Context: an optimization exercise on an open-source flow, tuned for small area. The choices shown serve that exercise and are no tape-out recipe. For this run, only the layout was checked, not whether the RTL still works. Power and IR drop assume default switching activity.

$ cat design/flow/design.v
module pdock_cur64 (
    input  wire [31:0] f,
    output reg  [63:0] d
);
  wire        sgn  = f[31];
  wire [7:0]  ex   = f[30:23];
  wire [22:0] frac = f[22:0];
  wire [23:0] sig  = (ex == 8'd0) ? {1'b0, frac} : {1'b1, frac};
  wire [28:0] prod = sig * 5'd25;
  reg  [4:0]  lead;
  integer     i;
  always @(*) begin
    lead = 5'd0;
    for (i = 0; i < 29; i = i + 1)
      if (prod[i]) lead = i[4:0];
  end
  wire [10:0] exp64 = {6'd0, lead} + ((ex == 8'd0) ? 11'd875 : ({3'd0, ex} + 11'd874));
  wire [51:0] shifted = {23'd0, prod} << (6'd52 - {1'b0, lead});
  always @(*) begin
    if (ex == 8'hFF) begin
      if (frac == 23'd0) d = {sgn, 11'h7FF, 52'd0};
      else               d = {sgn, 11'h7FF, 1'b1, frac[21:0], 29'd0};
    end else if (ex == 8'd0 && frac == 23'd0) begin
      d = {sgn, 63'd0};
    end else begin
      d = {sgn, exp64, shifted[51:0]};
    end
  end
endmodule
module pdock_core (
    input  wire        clk,
    input  wire        rst,
    input  wire        cmd_valid,
    output wire        cmd_ready,
    input  wire [7:0]  cmd_op,
    input  wire [15:0] cmd_len,
    input  wire [31:0] cmd_ts,
    input  wire [31:0] cmd_detail,
    input  wire        w_valid,
    output wire        w_ready,
    input  wire [15:0] w_data,
    output wire        ev_valid,
    input  wire        ev_ready,
    output reg  [31:0] ev_data,
    output wire        ev_last,
    output wire        err_valid,
    input  wire        err_ready,
    output reg  [31:0] err_data,
    output wire        err_last,
    input  wire [5:0]  rd_addr,
    output reg  [31:0] rd_data
);
  localparam integer L = 29;
  localparam [2:0] OP_REGISTER   = 3'd1;
  localparam [2:0] OP_CYCLE      = 3'd2;
  localparam [2:0] OP_CYCLE_FAIL = 3'd3;
  localparam [2:0] OP_DECODE     = 3'd4;
  localparam [2:0] S_IDLE  = 3'd0;
  localparam [2:0] S_WORDS = 3'd1;
  localparam [2:0] S_EXEC  = 3'd2;
  localparam [2:0] S_EVENT = 3'd3;
  localparam [2:0] S_ERROR = 3'd4;
  localparam [2:0] EK_NONE      = 3'd0;
  localparam [2:0] EK_TRANSPORT = 3'd1;
  localparam [2:0] EK_DECODE    = 3'd2;
  localparam [2:0] EK_ILLEGAL   = 3'd3;
  localparam [1:0] ER_NONE  = 2'd0;
  localparam [1:0] ER_SHORT = 2'd1;
  localparam [1:0] ER_LONG  = 2'd2;
  reg [2:0]  state;
  reg [7:0]  cmd_q;
  reg [15:0] len_q;
  reg [31:0] ts_q;
  reg [31:0] detail_q;
  reg [15:0] wcnt;
  reg [15:0] blk [0:L-1];
  reg [31:0] tel_f [0:11];
  reg [7:0]  tel_d [0:7];
  reg [15:0] tel_addr;
  reg        tel_valid;
  reg [2:0]  prev_status;
  reg        prev_weld;
  reg [15:0] last_addr;
  reg [2:0]  err_kind;
  reg [1:0]  err_reason;
  reg [1:0]  ev_count;
  reg        sc_pend;       
  reg        wc_pend;       
  reg [1:0]  rec;           
  reg [3:0]  widx;          
  integer k;    
  integer kd;   
  integer kw;   
  wire       cmd_fire   = cmd_valid && cmd_ready;
  wire       cmd_rsv_ok = (cmd_op[7:3] == 5'd0);
  wire [2:0] cmd_code   = cmd_op[2:0];
  wire       cmd_is_reg = cmd_rsv_ok && (cmd_code == OP_REGISTER);
  reg [31:0] dec_f [0:11];
  reg [7:0]  dec_d [0:7];
  wire [15:0] dec_addr = blk[28];
  always @(*) begin
    for (kd = 0; kd < 12; kd = kd + 1)
      dec_f[kd] = {blk[2*kd+1][7:0], blk[2*kd+1][15:8], blk[2*kd][7:0], blk[2*kd][15:8]};
    for (kd = 0; kd < 4; kd = kd + 1) begin
      dec_d[2*kd]   = blk[24+kd][7:0];
      dec_d[2*kd+1] = blk[24+kd][15:8];
    end
  end
  wire len_short = (len_q < 16'd29);
  wire len_long  = (len_q > 16'd29);
  reg       new_weld;
  reg [2:0] new_status;
  always @(*) begin
    new_weld = 1'b0;
    for (kw = 0; kw < 4; kw = kw + 1)
      if (dec_f[kw] >= 32'h3F19999A && dec_f[kw] <= 32'h7F800000)
        new_weld = 1'b1;
  end
  always @(*) begin
    new_status = prev_status;
    if (dec_d[7] != 8'd0) new_status = 3'd5;
    if (dec_d[5] == 8'd1) new_status = 3'd2;
    if (dec_d[5] == 8'd2) new_status = 3'd1;
    if (dec_d[6] == 8'd1) new_status = 3'd4;
    if (dec_d[6] == 8'd2) new_status = 3'd3;
    if (dec_d[5] == 8'd0 && dec_d[6] == 8'd0 && dec_d[7] == 8'd0) new_status = 3'd0;
  end
  wire new_sc = (new_status != prev_status);
  wire new_wc = (new_weld != prev_weld);
  assign cmd_ready = (state == S_IDLE);
  assign w_ready   = (state == S_WORDS);
  always @(posedge clk) begin
    if (state == S_WORDS && w_valid && wcnt < 16'd29)
      blk[wcnt[4:0]] <= w_data;
  end
  always @(posedge clk) begin
    if (rst || (cmd_fire && cmd_is_reg)) begin
      state       <= S_IDLE;
      cmd_q       <= 8'd0;
      len_q       <= 16'd0;
      ts_q        <= 32'd0;
      detail_q    <= 32'd0;
      wcnt        <= 16'd0;
      for (k = 0; k < 12; k = k + 1) tel_f[k] <= 32'd0;
      for (k = 0; k < 8; k = k + 1)  tel_d[k] <= 8'd0;
      tel_addr    <= 16'd0;
      tel_valid   <= 1'b0;
      prev_status <= 3'd0;
      prev_weld   <= 1'b0;
      last_addr   <= 16'd0;
      err_kind    <= EK_NONE;
      err_reason  <= ER_NONE;
      ev_count    <= 2'd0;
      sc_pend     <= 1'b0;
      wc_pend     <= 1'b0;
      rec         <= 2'd0;
      widx        <= 4'd0;
    end else begin
      case (state)
        S_IDLE: begin
          if (cmd_fire) begin
            cmd_q    <= cmd_op;
            len_q    <= cmd_len;
            ts_q     <= cmd_ts;
            detail_q <= cmd_detail;
            wcnt     <= 16'd0;
            widx     <= 4'd0;
            if (!cmd_rsv_ok || cmd_code > OP_DECODE) begin
              err_kind   <= EK_ILLEGAL;
              err_reason <= ER_NONE;
              ev_count   <= 2'd0;
              state      <= S_ERROR;
            end else begin
              case (cmd_code)
                OP_CYCLE_FAIL: begin
                  tel_valid  <= 1'b0;
                  err_kind   <= EK_TRANSPORT;
                  err_reason <= ER_NONE;
                  ev_count   <= 2'd0;
                  state      <= S_ERROR;
                end
                OP_CYCLE, OP_DECODE: begin
                  state <= (cmd_len == 16'd0) ? S_EXEC : S_WORDS;
                end
                default: ;  
              endcase
            end
          end
        end
        S_WORDS: begin
          if (w_valid) begin
            wcnt <= wcnt + 16'd1;
            if (wcnt == len_q - 16'd1)
              state <= S_EXEC;
          end
        end
        S_EXEC: begin
          if (len_short || len_long) begin
            tel_valid  <= 1'b0;
            err_kind   <= EK_DECODE;
            err_reason <= len_short ? ER_SHORT : ER_LONG;
            ev_count   <= 2'd0;
            state      <= S_ERROR;
          end else begin
            for (k = 0; k < 12; k = k + 1) tel_f[k] <= dec_f[k];
            for (k = 0; k < 8; k = k + 1)  tel_d[k] <= dec_d[k];
            tel_addr   <= dec_addr;
            tel_valid  <= 1'b1;
            err_kind   <= EK_NONE;
            err_reason <= ER_NONE;
            if (cmd_q[2:0] == OP_CYCLE) begin
              prev_status <= new_status;
              prev_weld   <= new_weld;
              last_addr   <= dec_addr;
              sc_pend     <= new_sc;
              wc_pend     <= new_wc;
              ev_count    <= 2'd1 + {1'b0, new_sc} + {1'b0, new_wc};
              rec         <= 2'd0;
              widx        <= 4'd0;
              state       <= S_EVENT;
            end else begin
              ev_count <= 2'd0;
              state    <= S_IDLE;
            end
          end
        end
        S_EVENT: begin
          if (ev_ready) begin
            if (ev_last) begin
              widx <= 4'd0;
              if (rec == 2'd0 && sc_pend) begin
                rec <= 2'd1;
              end else if (rec != 2'd2 && wc_pend) begin
                rec <= 2'd2;
              end else begin
                state <= S_IDLE;
              end
            end else begin
              widx <= widx + 4'd1;
            end
          end
        end
        S_ERROR: begin
          if (err_ready) begin
            if (err_last) begin
              widx  <= 4'd0;
              state <= S_IDLE;
            end else begin
              widx <= widx + 4'd1;
            end
          end
        end
        default: state <= S_IDLE;
      endcase
    end
  end
  wire [63:0] cur [0:3];
  pdock_cur64 u_cur0 (.f(tel_f[0]), .d(cur[0]));
  pdock_cur64 u_cur1 (.f(tel_f[1]), .d(cur[1]));
  pdock_cur64 u_cur2 (.f(tel_f[2]), .d(cur[2]));
  pdock_cur64 u_cur3 (.f(tel_f[3]), .d(cur[3]));
  assign ev_valid = (state == S_EVENT);
  assign ev_last  = (rec == 2'd0) ? (widx == 4'd13) : (widx == 4'd1);
  always @(*) begin
    ev_data = 32'd0;
    case (rec)
      2'd0: begin
        case (widx)
          4'd0:  ev_data = {last_addr, 10'd0, prev_weld, prev_status, 2'd0};
          4'd1:  ev_data = tel_f[8];
          4'd2:  ev_data = tel_f[9];
          4'd3:  ev_data = tel_f[10];
          4'd4:  ev_data = tel_f[11];
          4'd5:  ev_data = cur[0][63:32];
          4'd6:  ev_data = cur[0][31:0];
          4'd7:  ev_data = cur[1][63:32];
          4'd8:  ev_data = cur[1][31:0];
          4'd9:  ev_data = cur[2][63:32];
          4'd10: ev_data = cur[2][31:0];
          4'd11: ev_data = cur[3][63:32];
          4'd12: ev_data = cur[3][31:0];
          default: ev_data = ts_q;
        endcase
      end
      2'd1: ev_data = (widx == 4'd0) ? {last_addr, 10'd0, 1'b0, prev_status, 2'd1} : ts_q;
      default: ev_data = (widx == 4'd0) ? {last_addr, 10'd0, prev_weld, 3'd0, 2'd2} : ts_q;
    endcase
  end
  wire err_has_ts  = (err_kind == EK_TRANSPORT) ||
                     (err_kind == EK_DECODE && cmd_q[2:0] == OP_CYCLE);
  wire err_has_det = (err_kind == EK_TRANSPORT);
  wire [3:0] err_end = err_has_det ? 4'd2 : (err_has_ts ? 4'd1 : 4'd0);
  assign err_valid = (state == S_ERROR);
  assign err_last  = (widx == err_end);
  always @(*) begin
    case (widx)
      4'd0:    err_data = {14'd0, err_has_det, err_has_ts, cmd_q, 3'd0, err_reason, err_kind};
      4'd1:    err_data = ts_q;
      default: err_data = detail_q;
    endcase
  end
  always @(*) begin
    rd_data = 32'd0;
    case (rd_addr)
      6'h00: rd_data = 32'h1D01080C;
      6'h01: rd_data = {last_addr, 12'd0, prev_weld, prev_status};
      6'h02: rd_data = {24'd0, ev_count, tel_valid, err_reason, err_kind};
      6'h10, 6'h11, 6'h12, 6'h13, 6'h14, 6'h15,
      6'h16, 6'h17, 6'h18, 6'h19, 6'h1A, 6'h1B:
             rd_data = tel_f[rd_addr[3:0]];
      6'h20, 6'h21, 6'h22, 6'h23, 6'h24, 6'h25, 6'h26, 6'h27:
             rd_data = {24'd0, tel_d[rd_addr[2:0]]};
      6'h28: rd_data = {16'd0, tel_addr};
      default: rd_data = 32'd0;
    endcase
  end
endmodule
$ cat design/flow/run.sh
#!/bin/bash
# synth_recipe.tcl (not shown) runs the flow's synth.tcl, then flattens the netlist and writes it again
# the make line also repeats each setting of config.mk as NAME=value (left out here)
make -C /OpenROAD-flow-scripts/flow DESIGN_CONFIG=/design/flow/config.mk WORK_HOME=/design/flow/orfs CLKGATE_MAP_FILE= SYNTH_SCRIPT=/design/flow/synth_recipe.tcl finish
$ cat design/flow/config.mk
export PLATFORM = sky130hd
export DESIGN_NAME = pdock_core
export DESIGN_NICKNAME = pdock_core
export VERILOG_FILES = /design/flow/design.v
export SDC_FILE = /design/flow/constraint.sdc
export NUM_CORES = 4
export LEC_CHECK = 0
export CAP_MARGIN = 20
export CORE_MARGIN = 2
export CORE_UTILIZATION = 30
export SLEW_MARGIN = 20
$ cat design/flow/constraint.sdc
create_clock -name core_clock -period 15.0 [get_ports {clk}]
set_input_delay 3.0000 -clock core_clock [delete_from_list [all_inputs] [get_ports {clk}]]
set_output_delay 3.0000 -clock core_clock [all_outputs]
set_load 0.01 [all_outputs]
==> results.py <==
metrics = {
    "cells_and_area": {
        "layout.nets": 8599,
        "post-route-util_pct": 34.1,
        "layout_common_cells": "1592 x nand2_1, 930 x a21oi_1, 606 x dfxtp_1",
        "fill_cells": 23608,
        "multi_input_area_um2": 39100,
        "seq_area_um2": 26100,
        "final_common_cell": "nand2_1",
        "fin_area_um2": 77500,
        "syn_to_final_growth_pct": 13.2,
        "drive_gt1_share_pct": 6.95,
    },
    "yosys": {
        "synth_top_area_cell": "edfxtp_1",
        "synth_fp_nets": 8620,
        "synth_edf_count": 464,
        "syn_area_um2": 68500,
        "yosysWarnings": 10,
        "yosysUniqueCellTypes": 117,
        "ys_top_cells_by_area": "edfxtp_1 20%, dfxtp_1 18%, nand2_1 8.7%",
        "synth_ff_type": "dfxtp_1",
        "synth_top_area_share_pct": 20.3,
        "seq_area_frac_synth_pct": 38.1,
        "syn_area_per_cell_um2": 8.54,
        "synthCells": 8025,
        "ys_ff_latch": 1070,
        "synthArstFlopShare_pct": 0,
    },
    "timing": {
        "rsz0062_at_grt": "no",
        "slew_headroom_pct": 5.50,
        "hold_viol_final": 0,
        "tightestPinTransition_ps": 1420,
        "slew_violations": 0,
        "finalSetupViolations": 0,
        "max_freq_ghz": 0.0711,
        "layout_setup_ws_ps": 934,
        "setup_tns_ps": 0,
        "finClkSkew_ps": 46.4,
        "finalCriticalPeriod_ps": 14070,
        "fin_crit_sh_pct": 93.8,
    },
    "placement": {
        "place.detailed.hpwl_mm": 235,
        "placed_cell_area_um2": 73700,
        "port_buffers": 217,
        "place.gp.congestion": 1.06,
        "place_worst_setup_slack_ps": 1940,
    },
    "power_and_ir_drop": {
        "peakVddDrop_mv": 0.0868,
        "p_int_w": 0.00502,
        "seqPwrFrac_pct": 44.8,
        "power.total_w": 0.00703,
        "pwr-share-clk_pct": 40.6,
        "power_switching_w": 0.00200,
        "leakage_nw": 28.4,
        "p_per_area_nw_per_um2": 90.6,
        "p_sw_share_pct": 28.5,
        "pwr-share-comb_pct": 14.6,
    },
    "floorplan": {
        "die_w_um": 482,
        "rows": 175,
        "initial_core_util_pct": 30.1,
        "num_io_pins": 218,
        "die-area_um2": 232000,
        "core-area_um2": 227000,
        "die_h_um": 482,
    },
    "cts": {
        "ctsResizeCount": 0,
        "cts_made_buffers": 106,
        "clk_pin_slew_ps": 60,
        "cts_tree": "built",
        "cts_setup_buffers": 0,
        "htreeDepth": 3,
        "cts-root-buf": "clkbuf_16",
        "clockBufferDepth": 3,
        "insertion_delay_ps": 740,
        "cts.sinks": 1070,
        "cts_hold_buf": 0,
    },
    "setup_path": {
        "crit_arrival_ps": 11070,
        "required_ps": 12000,
        "ff2ff_path_depth": 9,
        "cp-end-kind": "output port",
        "r2r-end": "tel_f[2][2]",
        "slowest_delay_ps": 840,
        "criticalPathCategory": "flop to output port",
        "r2r_start": "len_q[5]",
        "startpoint_type": "flop",
        "cp_max_fo": 21,
        "crit_path_top_delay_cell": "nor4_2",
        "rrSetupSlack_ps": 10660,
    },
    "detailed_routing": {
        "drt-total-wl_mm": 319,
        "vias_per_cell": 6.00,
        "via_count": 66673,
        "post_drt_wl_per_cell_um": 28.7,
        "dr.pass1.iters": 10,
        "drtIter0Drc": 9407,
        "drc": 0,
        "ant_nets": 0,
    },
    "run_status": {
        "status": "complete, no violations",
    },
    "grt": {
        "grt_pass1_vias": 62250,
        "grt_overflow": 0,
        "grt_usage_pct": 26.3,
        "grt_first_pass_wirelength_mm": 451,
        "grt_max_degree": 231,
        "antenna_found_initial": 28,
    },
    "job": {
        "maxCapViolations": 0,
    },
    "hold_path": {
        "hold_start": "tel_d[7][3]",
        "whs_path_depth": 2,
        "hold_end": "tel_d[7][3]",
        "hold_class": "flop to flop",
    },
}
-- worst max path at each step --
stage	startpoint	depth (start not counted)	to	slack (ps)
finish	tel_f[3][2]	27	ev_data[4]	930
global route	tel_f[3][2]	28	ev_data[3]	460
CTS	tel_f[3][2]	27	ev_data[4]	1130
detailed placement	tel_f[1][2]	23	ev_data[19]	1940
global placement	tel_f[3][2]	27	ev_data[4]	1390
floorplan	tel_f[0][2]	33	ev_data[16]	4460
-- cells in the mapped netlist, types with 27 or more instances --
master and instances:
a21o_1 69, a22o_1 43, or2_2 29, o221ai_1 67, nor2_1 397, and2_1 47
nand4_1 111, mux2i_1 125, edfxtp_1 464, a211oi_1 70, a221o_1 36, inv_1 376
and3_1 38, o22ai_1 54, nand2b_1 46, nand3_1 175, a21oi_1 931, nor2b_1 35
xor2_1 74, a221oi_1 40, nor3_1 132, o21ai_0 283, a211o_1 31, ha_1 399
mux4_2 44, nor4_1 74, nand2_1 1593, dfxtp_1 606, o211ai_1 87, o21a_1 40
a22oi_1 231, a222oi_1 27, clkbuf_1 450, buf_2 37, xnor2_1 87, or3_1 58
fa_1 80, mux2_2 51, a31oi_1 59
-- registers in the layout (all words and copies together) (netlist names), 2 cells and up --
| name | flops |
|---|---|
| blk | 464 |
| cmd_q | 8 |
| detail_q | 32 |
| err_kind | 2 |
| err_reason | 2 |
| ev_count | 2 |
| last_addr | 16 |
| len_q | 16 |
| prev_status | 3 |
| rec | 2 |
| state | 3 |
| tel_addr | 16 |
| tel_d | 64 |
| tel_f | 380 |
| ts_q | 32 |
| wcnt | 16 |
| widx | 4 |
-- final cells by class --
cell class / count / share of cell area, %
Clock buffer: 147 / 3.83
Multi-Input combinational cell: 6065 / 50.5
Antenna cell: 11 / 0.0355
Timing Repair Buffer: 378 / 4.38
Inverter: 383 / 1.85
Sequential cell: 1070 / 33.6
Clock inverter: 54 / 0.949
Tap cell: 3009 / 4.86
-- power groups by stage --
stage	Combinational, W	Clock (W)	Sequential, W
after CTS	0.000989	0.00286	0.00314
after global routing	0.00105	0.00298	0.00315
after global placement	0.000982	0	0.00320
final	0.00103	0.00285	0.00315
after floorplan	0.000438	0	0.00317
after detailed placement	0.000983	0	0.00321
-- cells by family after synthesis --
family,share of synthesized area [%]
AOI/OAI and AO/OA,22.9
xor gates and xnor gates,2.12
adders and majority gates,9.69
buffers and inverters,5.00
DFF,38.1
muxes,4.11
and+or+nand+nor,18.2
-- stage by stage --
step                      hold slack (ps)  std cells
after CTS                             453      11104
after global routing                  466      11106
after global placement                439      10902
after floorplan                       432       8025
final                                 453      11117
after detailed placement              444      10903
-- per-layer routing --
metal  part of all wire (%)  global-route usage (%)  routed length, um
met1                     40                    34.8             128000
met2                     43                    39.4             136000
met3                     11                    6.14              33800
met4                    6.4                    14.2              20300
met5                  0.068                       0                217
-- critical path: cells and delay by family (launching register included) --
kind	cells	cell delay [ps]
XOR/XNOR	1	690
adder cells (fa/ha/maj)	5	1630
flip-flops	1	830
AND/OR/NAND/NOR	5	1740
AO/OA/AOI/OAI	8	2950
buffers and inverters	6	1500
multiplexers	2	960

-- afterwards: timing with drivers on the ports --
In the flow no input, the clock included, has a driving cell. The finished layout below was timed again as built, in two steps. Step 1 sets driving cells, clkbuf_16 on the clock port and buf_2 on the other inputs (assumed; they add their load-dependent delay and slew). Step 2 moves the port delays by t, midway between the first and last clock arrival at a register: inputs arrive t later, outputs are due t later. That takes back most of the time a late clock gives input paths. a / b / c = no drivers / after step 1 / after step 2; a / b = the first two.
t, ns: 0.792
setup WS [ns]: 0.934 / 0.863 / 1.655
worst setup path after step 2: register to output
latest minus earliest clock arrival (ns): 0.051 / 0.050
After both steps this run still meets setup and hold. The setup slack of this run moves by -0.071 ns with the drivers and by +0.721 ns with both steps.
